This is an optimization exercise on Yosys and OpenROAD, whose aim is small area, a short achievable clock period and few clock cycles per item, not a production implementation.
No functional check of the RTL was part of this run.
Power figures rest on the tool's default switching activity, not on a simulated workload.

**design/flow/design.v**
```verilog
module medusa_dsp (
    input  wire        clk,
    input  wire        rst,
    input  wire        bus_req,
    input  wire        bus_we,
    input  wire [11:0] bus_addr,
    input  wire [31:0] bus_wdata,
    output wire        bus_ack,
    output wire [31:0] bus_rdata
);
    reg signed [15:0] s_reg [0:7];
    reg        [31:0] phase [0:7];
    reg        [31:0] inc   [0:7];
    reg signed [15:0] fst   [0:3];
    reg        [11:0] fcut  [0:3];
    reg signed [15:0] ebuf  [0:15];
    reg signed [15:0] rbuf  [0:15];
    reg  [4:0]  echo_dly;      
    reg  [14:0] echo_fb;       
    reg         echo_hold;
    reg  [3:0]  echo_wr;
    reg  signed [2:0] rev_shift;   
    reg  [16:0] rev_mix;       
    reg         rev_dir;
    reg  [3:0]  rev_wr;
    reg  [5:0]  rev_rd;        
    reg  [16:0] env_depth;     
    reg  [15:0] env_atk;
    reg  [15:0] env_rel;
    reg  [21:0] env_t;
    reg  [16:0] env_val;
    reg  [4:0]  cr_bits;       
    reg  [8:0]  cr_rate;       
    reg  [7:0]  cr_cnt;
    reg  signed [15:0] cr_hold;
    reg  [31:0] pt_cur;
    reg  [31:0] pt_tgt;
    reg  [16:0] pt_glide;      
    reg  [31:0] freq;
    reg         st_ill;
    reg         st_buserr;
    integer i;
    wire        aligned = (bus_addr[1:0] == 2'b00);
    wire [31:0] w       = bus_wdata;
    wire [5:0]  op      = w[31:26];
    wire [4:0]  kk      = w[12:8];
    reg legal;
    always @(*) begin
        case (op)
            6'h00: legal = (w == 32'h0000_0000);
            6'h01: legal = ((w & 32'hFFFF_E0FF) == 32'h0400_0000) && (kk < 5'd8);
            6'h02: legal = ((w & 32'hFC7F_E0FF) == 32'h0800_0000) && (kk < 5'd8);
            6'h03: legal = ((w & 32'hFC7F_E0FF) == 32'h0C00_0000) && (kk < 5'd8);
            6'h04: legal = ((w & 32'hFC7F_E0FF) == 32'h1000_0000) && (kk < 5'd8);
            6'h05: legal = ((w & 32'hFC7F_E0FF) == 32'h1400_0000) && (kk < 5'd8);
            6'h06: legal = ((w & 32'hFFFE_E0FF) == 32'h1800_0000) && (kk < 5'd8);
            6'h07: legal = (w == 32'h1C00_0000);
            6'h08: legal = ((w & 32'hFC0F_FFFF) == 32'h2000_0000);
            6'h09: legal = ((w & 32'hFC0F_FFFF) == 32'h2400_0000);
            6'h10: legal = ((w & 32'hFC0F_E0FF) == 32'h4000_0000) && (kk < 5'd4);
            6'h11: legal = ((w & 32'hFC01_FFFF) == 32'h4400_0000);
            6'h12: legal = ((w & 32'hFC0F_FFFF) == 32'h4800_0000);
            6'h13: legal = ((w & 32'hFC0F_FFFF) == 32'h4C00_0000);
            6'h14: legal = ((w & 32'hFC0E_FFFF) == 32'h5000_0000);
            6'h20: legal = ((w & 32'hFC7F_0000) == 32'h8000_0000);
            6'h21: legal = ((w & 32'hFC0F_FFFF) == 32'h8400_0000);
            6'h22: legal = ((w & 32'hFFFF_E0FF) == 32'h8800_0000) && (kk < 5'd4);
            default: legal = 1'b0;
        endcase
    end
    reg         ir_valid;
    reg         ir_cmd;                    
    reg  [9:0]  ir_a;                      
    reg  [31:0] ir;                        
    wire        ir_wait;                   
    reg         x2_valid;
    wire stall     = (ir_valid && ir_wait) || (!bus_we && (ir_valid || x2_valid));
    assign bus_ack = bus_req && !stall;
    wire acc_wr    = bus_ack && aligned && bus_we;
    wire acc_cmd   = (bus_addr[11:2] == 10'h005);
    wire issue     = acc_wr && (!acc_cmd || (legal && (op != 6'h00)));
    wire cmd_ill   = acc_wr && acc_cmd && !legal;
    wire acc_bad   = bus_ack && !aligned;
    wire [5:0] xop = ir[31:26];
    wire [2:0] xrd = ir[25:23];
    wire [2:0] xra = ir[22:20];
    wire [2:0] xrb = ir[19:17];
    wire       xt  = ir[16];
    wire [2:0] xk8 = ir[10:8];
    wire [1:0] xk4 = ir[9:8];
    wire c_osc   = ir_cmd && (xop == 6'h01);
    wire c_shp   = ir_cmd && (xop[5:3] == 3'd0) && (xop[2:0] >= 3'd2) && (xop[2:0] <= 3'd5);
    wire c_ftoi  = ir_cmd && (xop == 6'h06);
    wire c_pstep = ir_cmd && (xop == 6'h07);
    wire c_crush = ir_cmd && (xop == 6'h08);
    wire c_srr   = ir_cmd && (xop == 6'h09);
    wire c_lpf   = ir_cmd && (xop == 6'h10);
    wire c_ring  = ir_cmd && (xop == 6'h11);
    wire c_echo  = ir_cmd && (xop == 6'h12);
    wire c_rtap  = ir_cmd && (xop == 6'h13);
    wire c_env   = ir_cmd && (xop == 6'h14);
    wire c_ldi   = ir_cmd && (xop == 6'h20);
    wire c_mov   = ir_cmd && (xop == 6'h21);
    wire c_uclr  = ir_cmd && (xop == 6'h22);
    wire x_go    = ir_valid && !ir_wait;
    wire r_wr    = x_go && !ir_cmd;
    wire r_s     = r_wr && (ir_a[9:3] == 7'b0000_001);    
    wire r_osc   = r_wr && (ir_a[9:4] == 6'b0001_00);     
    wire r_fst   = r_wr && (ir_a[9:2] == 8'h20);          
    wire r_fcut  = r_wr && (ir_a[9:2] == 8'h28);          
    wire r_dly   = r_wr && (ir_a == 10'h010);
    wire r_fb    = r_wr && (ir_a == 10'h011);
    wire r_hold  = r_wr && (ir_a == 10'h012);
    wire r_shift = r_wr && (ir_a == 10'h014);
    wire r_mix   = r_wr && (ir_a == 10'h015);
    wire r_dir   = r_wr && (ir_a == 10'h016);
    wire r_depth = r_wr && (ir_a == 10'h01C);
    wire r_atk   = r_wr && (ir_a == 10'h01D);
    wire r_rel   = r_wr && (ir_a == 10'h01E);
    wire r_bits  = r_wr && (ir_a == 10'h024);
    wire r_rate  = r_wr && (ir_a == 10'h025);
    wire r_ptcur = r_wr && (ir_a == 10'h028);
    wire r_pttgt = r_wr && (ir_a == 10'h029);
    wire r_ptgl  = r_wr && (ir_a == 10'h02A);
    wire r_freq  = r_wr && (ir_a == 10'h02B);
    wire ex_pstep = x_go && c_pstep;
    wire ex_env   = x_go && c_env;
    wire ex_uclr2 = x_go && c_uclr && (xk4 == 2'd2);
    wire        [2:0]  sa_i = ir_valid ? xra : bus_addr[4:2];
    wire        [2:0]  ph_i = ir_valid ? xk8 : bus_addr[5:3];
    wire signed [15:0] sa = s_reg[sa_i];
    wire signed [15:0] sb = s_reg[xrb];
    wire        [31:0] ph = phase[ph_i];
    wire        [31:0] ic = inc[ph_i];
    wire signed [15:0] saw_v = $signed({1'b0, ph[31:17]}) - 16'sd16384;
    wire signed [15:0] sqr_v = ph[31] ? -16'sd16384 : 16'sd16383;
    wire        [13:0] tri_f = ph[29:16];
    reg  signed [15:0] tri_v;
    always @(*) begin
        case (ph[31:30])
            2'd0: tri_v = $signed({2'b00, tri_f});
            2'd1: tri_v = 16'sd16383 - $signed({2'b00, tri_f});
            2'd2: tri_v = -16'sd1 - $signed({2'b00, tri_f});
            default: tri_v = $signed({2'b00, tri_f}) - 16'sd16384;
        endcase
    end
    wire [7:0] fs_u = ph[31:24] + 8'd64;
    wire signed [15:0] fsin_v = fs_u[7] ? (16'sd16383 - $signed({1'b0, fs_u[6:0], 8'b0}))
                                        : ($signed({1'b0, fs_u[6:0], 8'b0}) - 16'sd16384);
    wire [15:0] cr_low   = (16'h0001 << (5'd16 - cr_bits)) - 16'h0001;
    wire [15:0] cr_step  = 16'h0001 << (5'd16 - cr_bits);
    wire [15:0] cr_trunc = sa & ~cr_low;
    wire signed [15:0] crush_v = (sa[15] && ((sa & cr_low) != 16'h0000)) ?
                                 $signed(cr_trunc + cr_step) : $signed(cr_trunc);
    wire        srr_cap  = (cr_cnt == 8'd0);
    wire signed [15:0] srr_v = srr_cap ? sa : cr_hold;
    wire [8:0]  srr_inc  = {1'b0, cr_cnt} + 9'd1;
    wire        srr_le   = (srr_inc <= cr_rate);
    reg         m_ok, m_run;
    reg  [3:0]  m_cnt;
    reg  [8:0]  m_rem;
    wire [7:0]  srr_cnt_n = !srr_le ? m_rem[7:0] :
                            (srr_inc == cr_rate) ? 8'd0 : srr_inc[7:0];
    wire [3:0]  echo_ri  = echo_wr - echo_dly[3:0];
    wire signed [15:0] echo_wet = ebuf[echo_ri];
    wire [16:0] echo_g   = echo_hold ? 17'd32768 : {2'b00, echo_fb};
    wire        echo_on  = (echo_dly != 5'd0);
    wire signed [15:0] rev_t   = rbuf[rev_rd[5:2]];
    wire [5:0]  rev_st  = 6'd1 << (rev_shift + 3'sd2);
    wire [5:0]  rev_rd_n = rev_dir ? (rev_rd - rev_st) : (rev_rd + rev_st);
    reg  [20:0] env_A, env_R;
    reg  [39:0] e_p;
    wire [22:0] env_ar  = {2'b00, env_A} + {2'b00, env_R};
    wire        e_atk   = ({1'b0, env_t} < {2'b00, env_A});
    wire        e_rel   = !e_atk && ({1'b0, env_t} < env_ar);
    wire [16:0] env_g   = e_atk ? (17'd32768 - {1'b0, e_p[15:0]}) :
                          e_rel ? (17'd32768 - env_depth + {1'b0, e_p[15:0]}) : 17'd32768;
    wire [16:0] env_gx  = xt ? 17'd32768 : env_g;
    wire [22:0] env_tn  = {1'b0, env_t} + 23'd1;
    wire [21:0] env_t_n = xt ? 22'd1 : (env_tn >= env_ar) ? 22'd0 : env_tn[21:0];
    reg  signed [15:0] x1_sv;
    always @(*) begin
        case (xop)
            6'h02:   x1_sv = saw_v;
            6'h03:   x1_sv = sqr_v;
            6'h04:   x1_sv = tri_v;
            6'h05:   x1_sv = fsin_v;
            6'h08:   x1_sv = crush_v;
            6'h09:   x1_sv = srr_v;
            6'h12:   x1_sv = echo_on ? echo_wet : sa;
            6'h20:   x1_sv = ir[15:0];
            default: x1_sv = sa;                                   
        endcase
    end
    wire x1_sw = x_go && (c_shp || c_crush || c_srr || c_echo || c_ldi || c_mov);
    localparam [2:0] M_LPF = 3'd0, M_RING = 3'd1, M_ECHO = 3'd2, M_RTAP = 3'd3, M_ENV = 3'd4;
    reg         [2:0]  x2_op;
    reg         [2:0]  x2_rd;
    reg         [1:0]  x2_k;
    reg         [3:0]  x2_wi;
    reg  signed [16:0] x2_mx;
    reg  signed [16:0] x2_my;
    reg  signed [15:0] x2_base;
    wire x2_go = x_go && (c_lpf || c_ring || c_rtap || c_env || (c_echo && echo_on));
    reg signed [16:0] mx, my;
    reg signed [15:0] mbase;
    always @(*) begin
        case (xop[2:0])
            3'd0:    begin mx = $signed({sa[15], sa}) - fst[xk4];       my = $signed({5'd0, fcut[xk4]}); mbase = fst[xk4]; end  
            3'd1:    begin mx = sa;                                     my = sb;                         mbase = sa;       end  
            3'd2:    begin mx = echo_wet;                               my = $signed(echo_g);            mbase = sa;       end  
            3'd3:    begin mx = $signed({rev_t[15], rev_t}) - sa;       my = $signed(rev_mix);           mbase = sa;       end  
            default: begin mx = sa;                                     my = $signed(env_gx);            mbase = 16'sd0;   end  
        endcase
    end
    wire signed [33:0] prod = x2_mx * x2_my;
    wire signed [16:0] ring_sh = prod[31:15];
    wire signed [15:0] ring_v  = (ring_sh > 17'sd32767) ? 16'sd32767 : ring_sh[15:0];
    wire        [15:0] add_b   = (x2_op == M_LPF) ? prod[27:12] : prod[30:15];
    wire signed [15:0] add_v   = x2_base + add_b;
    wire signed [15:0] x2_sv   = (x2_op == M_RING) ? ring_v : add_v;
    wire               x2_sw   = x2_valid && (x2_op != M_ECHO);
    reg                x3_valid;
    reg         [3:0]  x3_wi;
    reg  signed [18:0] echo_f;
    reg  signed [15:0] x3_base;
    wire signed [18:0] echo_fg  = ((echo_f < 19'sd50) && (echo_f > -19'sd50)) ? 19'sd0 : echo_f;
    wire signed [18:0] echo_sum = x3_base + echo_fg;
    wire signed [15:0] echo_in  = (echo_sum > 19'sd32767) ? 16'sd32767 :
                                  (echo_sum < -19'sd32768) ? -16'sd32768 : echo_sum[15:0];
    reg         pn_valid, pn_run, pn_fin;
    reg  [2:0]  pn_cnt;
    reg  signed [34:0] pn_acc;
    wire signed [33:0] pt_diff = $signed({2'b00, pt_tgt}) - $signed({2'b00, pt_cur});
    wire [1:0]  pn_gb = pt_glide[{pn_cnt, 1'b0} +: 2];
    wire signed [34:0] pn_d0 = pn_gb[0] ? {pt_diff[33], pt_diff} : 35'sd0;
    wire signed [34:0] pn_d1 = pn_gb[1] ? {pt_diff[33], pt_diff} : 35'sd0;
    wire signed [34:0] pn_s0 = pn_acc + pn_d0;
    wire signed [34:0] pn_a1 = pn_s0 >>> 1;
    wire signed [34:0] pn_s1 = pn_a1 + pn_d1;
    wire signed [34:0] pn_a2 = pn_s1 >>> 1;
    wire signed [35:0] pt_nxt  = $signed({4'b0000, pt_cur}) + pn_acc;
    wire signed [35:0] pt_rem  = pt_diff - pn_acc;
    wire        pt_snap = (pt_rem < 36'sd65536) && (pt_rem > -36'sd65536);
    wire [31:0] pnext   = pt_snap ? pt_tgt : pt_nxt[31:0];
    wire ev_pt = r_ptcur || r_pttgt || r_ptgl || ex_pstep;
    always @(posedge clk) begin
        if (rst || ev_pt) begin
            pn_valid <= 1'b0;
            pn_run   <= 1'b0;
            pn_fin   <= 1'b0;
        end else if (pn_fin) begin
            pn_acc   <= {3'b000, pnext};
            pn_fin   <= 1'b0;
            pn_valid <= 1'b1;
        end else if (pn_run) begin
            if (pt_glide[16]) begin
                pn_acc <= {pt_diff[33], pt_diff};
                pn_run <= 1'b0;
                pn_fin <= 1'b1;
            end else begin
                pn_acc <= pn_a2;
                pn_cnt <= pn_cnt + 3'd1;
                if (pn_cnt == 3'd7) begin
                    pn_run <= 1'b0;
                    pn_fin <= 1'b1;
                end
            end
        end else if (!pn_valid) begin
            pn_run <= 1'b1;
            pn_cnt <= 3'd0;
            pn_acc <= 35'sd0;
        end
    end
    localparam [1:0] FS_NEXT = 2'd0, FS_CUR = 2'd1, FS_FREQ = 2'd2;
    reg         f_run, f_done;
    reg  [1:0]  f_src;
    reg  [2:0]  f_cnt;
    reg  [14:0] f_rem;
    reg  [31:0] f_q;
    wire [1:0]  f_need   = xt ? FS_FREQ : FS_CUR;
    wire [1:0]  f_want   = (ir_valid && c_ftoi) ? f_need : FS_NEXT;
    wire        f_rdy    = (f_want != FS_NEXT) || pn_valid;
    wire        ftoi_ok  = f_done && (f_src == f_need);
    wire [31:0] f_in     = (f_want == FS_FREQ) ? freq : (f_want == FS_CUR) ? pt_cur : pn_acc[31:0];
    wire [31:0] f_clip   = (f_in > 32'd722534400) ? 32'd722534400 : f_in;
    reg  [14:0] f_r [0:4];
    reg  [31:0] f_qq [0:4];
    reg  [15:0] f_t;
    always @(*) begin
        f_r[0]  = f_rem;
        f_qq[0] = f_q;
        for (i = 0; i < 4; i = i + 1) begin
            f_t = {f_r[i], f_qq[i][31]} - 16'd22050;
            if ({f_r[i], f_qq[i][31]} >= 16'd22050) begin
                f_r[i+1]  = f_t[14:0];
                f_qq[i+1] = {f_qq[i][30:0], 1'b1};
            end else begin
                f_r[i+1]  = {f_r[i][13:0], f_qq[i][31]};
                f_qq[i+1] = {f_qq[i][30:0], 1'b0};
            end
        end
    end
    wire f_kill = (f_src == FS_FREQ) ? r_freq :
                  (f_src == FS_CUR)  ? (r_ptcur || ex_pstep) :
                                       (r_ptcur || r_pttgt || r_ptgl || ex_pstep);
    always @(posedge clk) begin
        if (rst) begin
            f_run  <= 1'b0;
            f_done <= 1'b0;
            f_src  <= FS_NEXT;
        end else begin
            if (f_run) begin
                f_rem <= f_r[4];
                f_q   <= f_qq[4];
                f_cnt <= f_cnt + 3'd1;
                if (f_cnt == 3'd7) begin
                    f_run  <= 1'b0;
                    f_done <= 1'b1;
                end
            end
            if (ev_pt || r_freq) begin
                if (f_src == FS_NEXT && ex_pstep) begin
                    f_src <= FS_CUR;        
                end else if (f_kill) begin
                    f_run  <= 1'b0;
                    f_done <= 1'b0;
                end
            end else if (f_rdy && (!(f_run || f_done) || (f_src != f_want))) begin
                f_src  <= f_want;
                f_run  <= 1'b1;
                f_done <= 1'b0;
                f_cnt  <= 3'd0;
                f_rem  <= {1'b0, f_clip[29:16]};
                f_q    <= {f_clip[15:0], 16'd0};
            end
        end
    end
    localparam [2:0] E_IDLE = 3'd0, E_D20 = 3'd1, E_D20F = 3'd2, E_MUL = 3'd3, E_DIV = 3'd4;
    reg         a_ok, r_ok, e_ok, e_isr, e_ia;
    reg  [2:0]  e_st;
    reg  [3:0]  e_cnt;
    wire [21:0] e_tc    = e_atk ? env_t : (env_t - {1'b0, env_A});
    wire [20:0] e_dvs   = (e_st == E_DIV) ? (e_ia ? env_A : env_R) : 21'd20;
    wire [15:0] e_src20 = e_isr ? env_rel : env_atk;
    reg  [39:0] e_m [0:2];
    reg  [39:0] e_d [0:2];
    reg  [18:0] e_ms;
    reg  [23:0] e_y;
    reg  [24:0] e_dt;
    always @(*) begin
        e_m[0] = e_p;
        e_d[0] = e_p;
        for (i = 0; i < 2; i = i + 1) begin
            e_ms = {1'b0, e_m[i][39:22]} + (e_m[i][0] ? {2'b00, env_depth} : 19'd0);
            e_m[i+1] = {e_ms, e_m[i][21:1]};
            e_y  = {e_d[i][38:16], e_d[i][15]};
            e_dt = {1'b0, e_y} - {4'b0000, e_dvs};
            if (!e_dt[24]) e_d[i+1] = {e_dt[23:0], e_d[i][14:0], 1'b1};
            else           e_d[i+1] = {e_y, e_d[i][14:0], 1'b0};
        end
    end
    wire [21:0] e_a22 = {2'b00, e_src20, 4'b0000} + {4'b0000, e_src20, 2'b00}
                      + {5'b00000, e_src20, 1'b0} + {6'd0, e_p[15:0]};
    wire [20:0] e_anew = (e_a22 == 22'd0) ? 21'd1 : e_a22[20:0];
    wire ev_env = r_depth || r_atk || r_rel || ex_env || ex_uclr2;
    always @(posedge clk) begin
        if (rst) begin
            a_ok <= 1'b0;
            r_ok <= 1'b0;
            e_ok <= 1'b0;
            e_st <= E_IDLE;
        end else begin
            case (e_st)
                E_D20: begin
                    e_p   <= e_d[2];
                    e_cnt <= e_cnt + 4'd1;
                    if (e_cnt == 4'd7) e_st <= E_D20F;
                end
                E_D20F: begin
                    if (e_isr) begin env_R <= e_anew; r_ok <= 1'b1; end
                    else       begin env_A <= e_anew; a_ok <= 1'b1; end
                    e_st <= E_IDLE;
                end
                E_MUL: begin
                    e_p   <= e_m[2];
                    e_cnt <= e_cnt + 4'd1;
                    if (e_cnt == 4'd10) begin
                        e_st  <= E_DIV;
                        e_cnt <= 4'd0;
                    end
                end
                E_DIV: begin
                    e_p   <= e_d[2];
                    e_cnt <= e_cnt + 4'd1;
                    if (e_cnt == 4'd7) begin
                        e_ok <= 1'b1;
                        e_st <= E_IDLE;
                    end
                end
                default: begin
                    if (!e_ok) begin
                        e_cnt <= 4'd0;
                        if (!a_ok) begin
                            e_isr <= 1'b0;
                            e_p   <= {24'd0, env_atk};
                            e_st  <= E_D20;
                        end else if (!r_ok) begin
                            e_isr <= 1'b1;
                            e_p   <= {24'd0, env_rel};
                            e_st  <= E_D20;
                        end else if (e_atk || e_rel) begin
                            e_p   <= {18'd0, e_tc};
                            e_ia  <= e_atk;
                            e_st  <= E_MUL;
                        end else begin
                            e_ok  <= 1'b1;
                        end
                    end
                end
            endcase
            if (r_atk) a_ok <= 1'b0;
            if (r_rel) r_ok <= 1'b0;
            if (ev_env) begin
                e_ok <= 1'b0;
                e_st <= E_IDLE;
            end
        end
    end
    wire [9:0] m_y = {m_rem, srr_inc[4'd8 - m_cnt]};
    wire [9:0] m_t = m_y - {1'b0, cr_rate};
    always @(posedge clk) begin
        if (rst || x_go) begin
            m_ok  <= 1'b0;
            m_run <= 1'b0;
        end else if (m_run) begin
            m_rem <= m_t[9] ? m_y[8:0] : m_t[8:0];
            m_cnt <= m_cnt + 4'd1;
            if (m_cnt == 4'd8) begin
                m_run <= 1'b0;
                m_ok  <= 1'b1;
            end
        end else if (ir_valid && c_srr && !srr_le && !m_ok) begin
            m_run <= 1'b1;
            m_cnt <= 4'd0;
            m_rem <= 9'd0;
        end
    end
    wire x2_ws   = x2_valid && (x2_op != M_ECHO);
    wire use_ra  = c_crush || c_srr || c_lpf || c_ring || c_echo || c_rtap || c_env || c_mov;
    wire haz     = (x2_ws && use_ra && (xra == x2_rd)) ||
                   (x2_ws && c_ring && (xrb == x2_rd)) ||
                   (x2_valid && (x2_op == M_LPF) && c_lpf && (xk4 == x2_k)) ||
                   (x2_valid && (x2_op == M_ECHO) && c_echo && (echo_ri == x2_wi)) ||
                   (x3_valid && c_echo && (echo_ri == x3_wi));
    assign ir_wait = haz ||
                     (c_ftoi && !ftoi_ok) ||
                     (c_pstep && !pn_valid) ||
                     (c_env && !xt && !e_ok) ||
                     (c_srr && !srr_le && !m_ok);
    wire signed [15:0] rd_s    = sa;
    wire        [31:0] rd_osc  = bus_addr[2] ? ic : ph;
    wire signed [15:0] rd_fst  = fst[bus_addr[3:2]];
    wire        [11:0] rd_fcut = fcut[bus_addr[3:2]];
    wire        [31:0] rd_arr  = (bus_addr[11:5] == 7'b0000_001) ? {{16{rd_s[15]}}, rd_s} :
                                 (bus_addr[11:6] == 6'b0001_00)  ? rd_osc :
                                 (bus_addr[11:4] == 8'h20)       ? {{16{rd_fst[15]}}, rd_fst} :
                                 (bus_addr[11:4] == 8'h28)       ? {20'd0, rd_fcut} :
                                                                   32'd0;
    reg [31:0] rd_reg;
    always @(*) begin
        case (bus_addr)
            12'h000: rd_reg = {30'd0, st_buserr, st_ill};
            12'h004: rd_reg = 32'h0000_0408;
            12'h008: rd_reg = 32'd16;
            12'h00C: rd_reg = 32'd16;
            12'h010: rd_reg = 32'd22050;
            12'h040: rd_reg = {27'd0, echo_dly};
            12'h044: rd_reg = {17'd0, echo_fb};
            12'h048: rd_reg = {31'd0, echo_hold};
            12'h04C: rd_reg = {28'd0, echo_wr};
            12'h050: rd_reg = {{29{rev_shift[2]}}, rev_shift};
            12'h054: rd_reg = {15'd0, rev_mix};
            12'h058: rd_reg = {31'd0, rev_dir};
            12'h05C: rd_reg = {28'd0, rev_wr};
            12'h060: rd_reg = {26'd0, rev_rd};
            12'h070: rd_reg = {15'd0, env_depth};
            12'h074: rd_reg = {16'd0, env_atk};
            12'h078: rd_reg = {16'd0, env_rel};
            12'h07C: rd_reg = {10'd0, env_t};
            12'h080: rd_reg = {15'd0, env_val};
            12'h090: rd_reg = {27'd0, cr_bits};
            12'h094: rd_reg = {23'd0, cr_rate};
            12'h098: rd_reg = {24'd0, cr_cnt};
            12'h09C: rd_reg = {{16{cr_hold[15]}}, cr_hold};
            12'h0A0: rd_reg = pt_cur;
            12'h0A4: rd_reg = pt_tgt;
            12'h0A8: rd_reg = {15'd0, pt_glide};
            12'h0AC: rd_reg = freq;
            default: rd_reg = rd_arr;
        endcase
    end
    assign bus_rdata = aligned ? rd_reg : 32'd0;
    wire [31:0] d        = ir;
    wire        d_hi0    = (d[31:16] == 16'd0);
    wire [4:0]  wr_dly   = (d > 32'd16) ? 5'd16 : d[4:0];
    wire [14:0] wr_fb    = (d > 32'd31129) ? 15'd31129 : d[14:0];
    wire [2:0]  wr_shift = ($signed(d) > 32'sd2) ? 3'sd2 : ($signed(d) < -32'sd2) ? -3'sd2 : d[2:0];
    wire [16:0] wr_q15   = (d > 32'd32768) ? 17'd32768 : d[16:0];
    wire [15:0] wr_ms    = d_hi0 ? d[15:0] : 16'hFFFF;
    wire [4:0]  wr_bits  = (d > 32'd16) ? 5'd16 : (d == 32'd0) ? 5'd1 : d[4:0];
    wire [8:0]  wr_rate  = (d > 32'd256) ? 9'd256 : (d == 32'd0) ? 9'd1 : d[8:0];
    wire [16:0] wr_glide = (d > 32'd65536) ? 17'd65536 : d[16:0];
    wire [11:0] wr_cut   = (d > 32'd4095) ? 12'd4095 : d[11:0];
    always @(posedge clk) begin
        if (rst) begin
            ir_valid <= 1'b0;
            x2_valid <= 1'b0;
            x3_valid <= 1'b0;
        end else begin
            if (issue)     ir_valid <= 1'b1;
            else if (x_go) ir_valid <= 1'b0;
            x2_valid <= x2_go;
            x3_valid <= x2_valid && (x2_op == M_ECHO) && !(x_go && c_uclr && (xk4 == 2'd0));
        end
    end
    always @(posedge clk) begin
        if (issue) begin
            ir     <= w;
            ir_cmd <= acc_cmd;
            ir_a   <= bus_addr[11:2];
        end
        if (x2_go) begin
            x2_op   <= xop[2:0];
            x2_rd   <= xrd;
            x2_k    <= xk4;
            x2_wi   <= echo_wr;
            x2_mx   <= mx;
            x2_my   <= my;
            x2_base <= mbase;
        end
        if (x2_valid && (x2_op == M_ECHO)) begin
            x3_wi   <= x2_wi;
            echo_f  <= prod[33:15];
            x3_base <= x2_base;
        end
    end
    wire       s_w1  = x1_sw || r_s;
    wire [2:0] s_i1  = ir_cmd ? xrd : ir_a[2:0];
    wire [15:0] s_v1 = ir_cmd ? x1_sv : ir[15:0];
    always @(posedge clk) begin
        if (rst) begin
            for (i = 0; i < 8; i = i + 1) begin
                s_reg[i] <= 16'sd0;
                phase[i] <= 32'd0;
                inc[i]   <= 32'd0;
            end
            for (i = 0; i < 4; i = i + 1) begin
                fst[i]  <= 16'sd0;
                fcut[i] <= 12'd4095;
            end
            for (i = 0; i < 16; i = i + 1) begin
                ebuf[i] <= 16'sd0;
                rbuf[i] <= 16'sd0;
            end
            echo_dly  <= 5'd0;
            echo_fb   <= 15'd0;
            echo_hold <= 1'b0;
            echo_wr   <= 4'd0;
            rev_shift <= 3'sd0;
            rev_mix   <= 17'd0;
            rev_dir   <= 1'b1;
            rev_wr    <= 4'd0;
            rev_rd    <= 6'd0;
            env_depth <= 17'd0;
            env_atk   <= 16'd10;
            env_rel   <= 16'd100;
            env_t     <= 22'd0;
            env_val   <= 17'd32768;
            cr_bits   <= 5'd16;
            cr_rate   <= 9'd1;
            cr_cnt    <= 8'd0;
            cr_hold   <= 16'sd0;
            pt_cur    <= 32'd0;
            pt_tgt    <= 32'd0;
            pt_glide  <= 17'd65536;
            freq      <= 32'd0;
            st_ill    <= 1'b0;
            st_buserr <= 1'b0;
        end else begin
            if (x2_sw) s_reg[x2_rd] <= x2_sv;
            if (x2_valid && (x2_op == M_LPF)) fst[x2_k] <= add_v;
            if (x3_valid) ebuf[x3_wi] <= echo_in;
            if (s_w1) s_reg[s_i1] <= s_v1;
            if (x_go && c_osc) phase[xk8] <= ph + ic;
            if (x_go && c_ftoi) inc[xk8] <= f_q;
            if (ex_pstep) pt_cur <= pn_acc[31:0];
            if (x_go && c_srr) begin
                if (srr_cap) cr_hold <= sa;
                cr_cnt <= srr_cnt_n;
            end
            if (x_go && c_echo && echo_on) echo_wr <= echo_wr + 4'd1;
            if (x_go && c_rtap) begin
                rbuf[rev_wr] <= sa;
                rev_wr <= rev_wr + 4'd1;
                rev_rd <= rev_rd_n;
            end
            if (ex_env) begin
                env_val <= env_gx;
                env_t   <= env_t_n;
            end
            if (x_go && c_uclr) begin
                case (xk4)
                    2'd0: begin
                        for (i = 0; i < 16; i = i + 1) ebuf[i] <= 16'sd0;
                        echo_wr <= 4'd0;
                    end
                    2'd1: begin
                        for (i = 0; i < 16; i = i + 1) rbuf[i] <= 16'sd0;
                        rev_wr <= 4'd0;
                        rev_rd <= 6'd0;
                    end
                    2'd2: begin
                        env_t   <= 22'd0;
                        env_val <= 17'd32768;
                    end
                    default: begin
                        cr_cnt  <= 8'd0;
                        cr_hold <= 16'sd0;
                    end
                endcase
            end
            if (r_osc) begin
                if (ir_a[0]) inc[ir_a[3:1]]   <= d;
                else         phase[ir_a[3:1]] <= d;
            end
            if (r_fst)   fst[ir_a[1:0]]  <= d[15:0];
            if (r_fcut)  fcut[ir_a[1:0]] <= wr_cut;
            if (r_dly)   echo_dly  <= wr_dly;
            if (r_fb)    echo_fb   <= wr_fb;
            if (r_hold)  echo_hold <= d[0];
            if (r_shift) rev_shift <= wr_shift;
            if (r_mix)   rev_mix   <= wr_q15;
            if (r_dir)   rev_dir   <= d[0];
            if (r_depth) env_depth <= wr_q15;
            if (r_atk)   env_atk   <= wr_ms;
            if (r_rel)   env_rel   <= wr_ms;
            if (r_bits)  cr_bits   <= wr_bits;
            if (r_rate)  cr_rate   <= wr_rate;
            if (r_ptcur) pt_cur    <= d;
            if (r_pttgt) pt_tgt    <= d;
            if (r_ptgl)  pt_glide  <= wr_glide;
            if (r_freq)  freq      <= d;
            if (cmd_ill) st_ill    <= 1'b1;
            if (acc_bad) st_buserr <= 1'b1;
        end
    end
endmodule
```
**design/flow/run.sh**
```bash
#!/bin/bash
# synth_recipe.tcl (not shown) runs the flow's synth.tcl, then flattens the netlist and writes it again
# the make line also repeats each setting of config.mk as NAME=value (left out here)
make -C /OpenROAD-flow-scripts/flow DESIGN_CONFIG=/design/flow/config.mk WORK_HOME=/design/flow/orfs CLKGATE_MAP_FILE= SYNTH_SCRIPT=/design/flow/synth_recipe.tcl finish
```
**design/flow/config.mk**
```make
export PLATFORM = sky130hd
export DESIGN_NAME = medusa_dsp
export DESIGN_NICKNAME = medusa_dsp
export VERILOG_FILES = /design/flow/design.v
export SDC_FILE = /design/flow/constraint.sdc
export NUM_CORES = 8
export LEC_CHECK = 0
export CAP_MARGIN = 20
export CORE_MARGIN = 2
export CORE_UTILIZATION = 40
export SETUP_SLACK_MARGIN = 5
export SLEW_MARGIN = 20
```
**design/flow/constraint.sdc**
```tcl
create_clock -name core_clock -period 15.0 [get_ports {clk}]
set_input_delay 3.0000 -clock core_clock [delete_from_list [all_inputs] [get_ports {clk}]]
set_output_delay 3.0000 -clock core_clock [all_outputs]
set_load 0.01 [all_outputs]
```
==> qor.txt <==
Cells along the critical path - clkdlybuf4s50_1 > mux2i_4 > buf_6 > buf_8 > mux2i_2 > a21oi_1 > o21ai_0 > a21oi_1 > o221a_2 > clkdlybuf4s50_1
Vias/cell - 6.10
Fmax - 0.0989 GHz
Fraction of layout cells with a size suffix above 1 - 11.9%
Post-synth EDFFs - 1596
Post-Syn Nets - 13.8k
Crit Path Class - input pin to output pin
Area growth, synth to finish - 11.5%
Post-synthesis cell type count - 114
Initial Util - 40.1%
Worst hold start - x2_base[13]
Worst VDD drop - 0.000569 V
Maximum capacitance violations - 0
Worst slew pin tran - 1.36 ns
Critical Path End Type - output pin
Worst path bufs/invs - 4
Sequential fraction of the synthesis area - 42.2%
H-tree levels - 4
Post-DP HPWL - 350000 um
Minimum setup slack among reg-to-reg paths - 5.46 ns
# setup viols final - 0
Num rows - 208
Iteration-0 DRC Markers - 14.6k
Reg-to-Reg End - s_reg[3][11]
TritonCTS buffer count - 213
GRT overflow - 0
Final Worst Setup Slack - 4.89 ns
Leak - 54.5 nW
Slew HR - 8.34%
Vias - 105k
Fraction of registers with async set/reset - 0%
# clock sinks - 1916
Clock transition at path regs - 0.06 ns
Ports - 81
Wire per inst - 28.8 um
Post-route DRC - 0
Status - complete, no violations
Path depth of the worst reg2reg path - 36
CP max stage delay - 0.69 ns
Ranking of synthesized cells by area - edfxtp_1 (37%), mux4_2 (6.9%), ha_1 (6.1%)
Clk latency of the worst-skew pair - 0.99 ns
Final period util - 67.4%
Worst Skew - 0.118 ns
Gate Count Post-Synth - 12.8k
Crit path max-delay family - buffers and inverters
RSZ-0062 raised after global routing - true
P per Cell Area - 119 nW/um2
First-pass GRT wire length - 709000 um
Top-area cell type share of the netlist area - 37.2%
Worst EP arrival - 7.11 ns
Hold Crit Endpoint - x3_base[13]
Most frequent cells in the layout - nor2_1 (1980), edfxtp_1 (1596), nand2_1 (1065)
Vias in the first global route - 99.5k
Avg Cell Area, Syn - 10.1 um2
Hold Path Class - flip-flop to flip-flop
Die Span X - 571 um
Tmin final - 10.11 ns
Clock tree buffer depth - 4
Crit start category - input pin
# nets final - 13.8k
Hold depth - 0
Gpl congestion - 1.07
Critical path's slowest cell - clkdlybuf4s50_1
DR pass1 iterations - 9
CTS tree - built
Area of placed instances - 135000 um2
CP Data Required Time - 12.00 ns
Die Ht - 571 um
Crit path max fanout - 33
Core Footprint - 321000 um2
Setup TNS Final - 0 ns
Yosys top cell by area - edfxtp_1
# fillers - 30.2k
Post-Route WL - 497000 um
Synth warnings - 5
Most common cell after layout, fill and taps aside - nor2_1
Synthesized flop and latch total - 1916
Pin count of the biggest net entering global routing - 71
Synthesized cell area - 129000 um2
PortBufs - 80
Post-placement worst setup slack - 3.65 ns
Antenna viol nets, final - 0
Slew Viols, Final - 0
GRT Overall Usage - 29.8%
Ys flop type - edfxtp_1
Reg-to-Reg Start - x2_my[5]
Initial antenna violation count - 40
Die footprint - 326000 um2
Final Instance Area - 144000 um2
Hold Fails Final Rpt - 0
CTS Root Cell - clkbuf_16
[stage by stage]
step                      util, %  total power, mW  hold WS (ns)  cells
after detailed placement     42.1             11.7         0.453  16746
final                        44.8             17.1         0.445  17257
after floorplan                 -             10.3         0.406  12798
after global routing         44.7             17.9         0.440  17232
after global placement       42.1             11.7         0.452  16745
after CTS                    44.5             17.1         0.423  17190
[power by group]
group	internal, mW	switching (mW)
Clock	3.07	2.31
Sequential	6.01	0.195
Combinational	2.10	3.44
Total	11.2	5.95
[kinds of logic after synthesis]
group                      count (synthesis)  synth area share [%]
and+or+nand+nor                         4436                  15.3
AOI/OAI and AO/OA                       2617                  13.0
DFF                                     1916                  42.2
buffers and inverters                   1582                  4.65
adders and majority gates                967                  11.4
muxes                                    772                  9.94
xor gates and xnor gates                 508                  3.50
[what timing repair did]
item                       in CTS  in global routing
cloned                          1                  1
buffers inserted               56                 29
gates resized for setup        61                 71
hold buffers                    0                  0
pin swaps                       2                 14
setup endpoints to repair      59                176
[cell type report]
| class | instances | area, um2 | share of cell area (%) |
|---|---|---|---|
| well taps | 4305 | 5390 | 3.75 |
| clock buffers | 276 | 5810 | 4.05 |
| multi-input cells | 9300 | 69500 | 48.4 |
| flip-flops and latches | 1916 | 54300 | 37.9 |
| clock inverters | 111 | 1150 | 0.801 |
| repair buffers | 491 | 4110 | 2.87 |
| inverters | 825 | 3120 | 2.17 |
| diodes | 33 | 82.6 | 0.0575 |
[cell usage after synthesis (all sizes together) (100+ instances only)]
cell,number
nor2,1998
edfxtp,1596
nand2,1085
inv,820
a21oi,758
clkbuf,672
o21ai,649
ha,623
mux4,392
fa,344
xnor2,327
dfxtp,320
nand3,279
mux2i,268
nor3,238
and2,198
xor2,181
a211oi,170
a21o,117
mux2,112
nand2b,100
nor2b,100
[routing by layer]
| metal | routed length (um) | GRT usage (%) |
|---|---|---|
| met5 | 254 | 0.162 |
| met4 | 41000 | 20.1 |
| met3 | 54900 | 8.42 |
| met2 | 216000 | 45.1 |
| met1 | 184000 | 37.1 |
[worst max path at each step]
stage | startpoint | endpoint | slack, ns | cells past startpoint
after global routing | x2_my[2] | s_reg[4][15] | 4.93 | 40
after global placement | bus_addr[10] | bus_rdata[17] | 3.61 | 13
final | bus_addr[5] | bus_rdata[28] | 4.89 | 10
after floorplan | bus_addr[3] | phase[0][30] | 5.08 | 28
after detailed placement | bus_addr[10] | bus_rdata[17] | 3.65 | 13
after CTS | bus_addr[1] | bus_rdata[21] | 4.99 | 14

-- what the ideal ports hide --
No port has a modelled driver above. Below, the same layout with a new extraction and two added sets of constraints.
Step 1 (the two cells are an assumption about what drives the block):
set clk [get_ports {clk}]
set_driving_cell -lib_cell sky130_fd_sc_hd__clkbuf_16 $clk
set_driving_cell -lib_cell sky130_fd_sc_hd__buf_2 [delete_from_list [all_inputs] $clk]
Step 2 also shifts input and output timing later by t, the mid clock arrival at the registers, as if the neighbouring blocks saw the same clock.
Slacks: no drivers / after step 1 / after step 2; pairs: no drivers / after step 1.
t (ns): 1.014
setup slack, ns: 4.885 / 4.702 / 4.437
hold slack, ns: 0.445 / 0.445 / 0.445
worst setup path at the end: input to register
latest minus earliest clock arrival (ns): 0.124 / 0.125
After both steps setup and hold are still met in this run. The setup slack of this run moves by -0.183 ns with the drivers and by -0.448 ns with both steps.
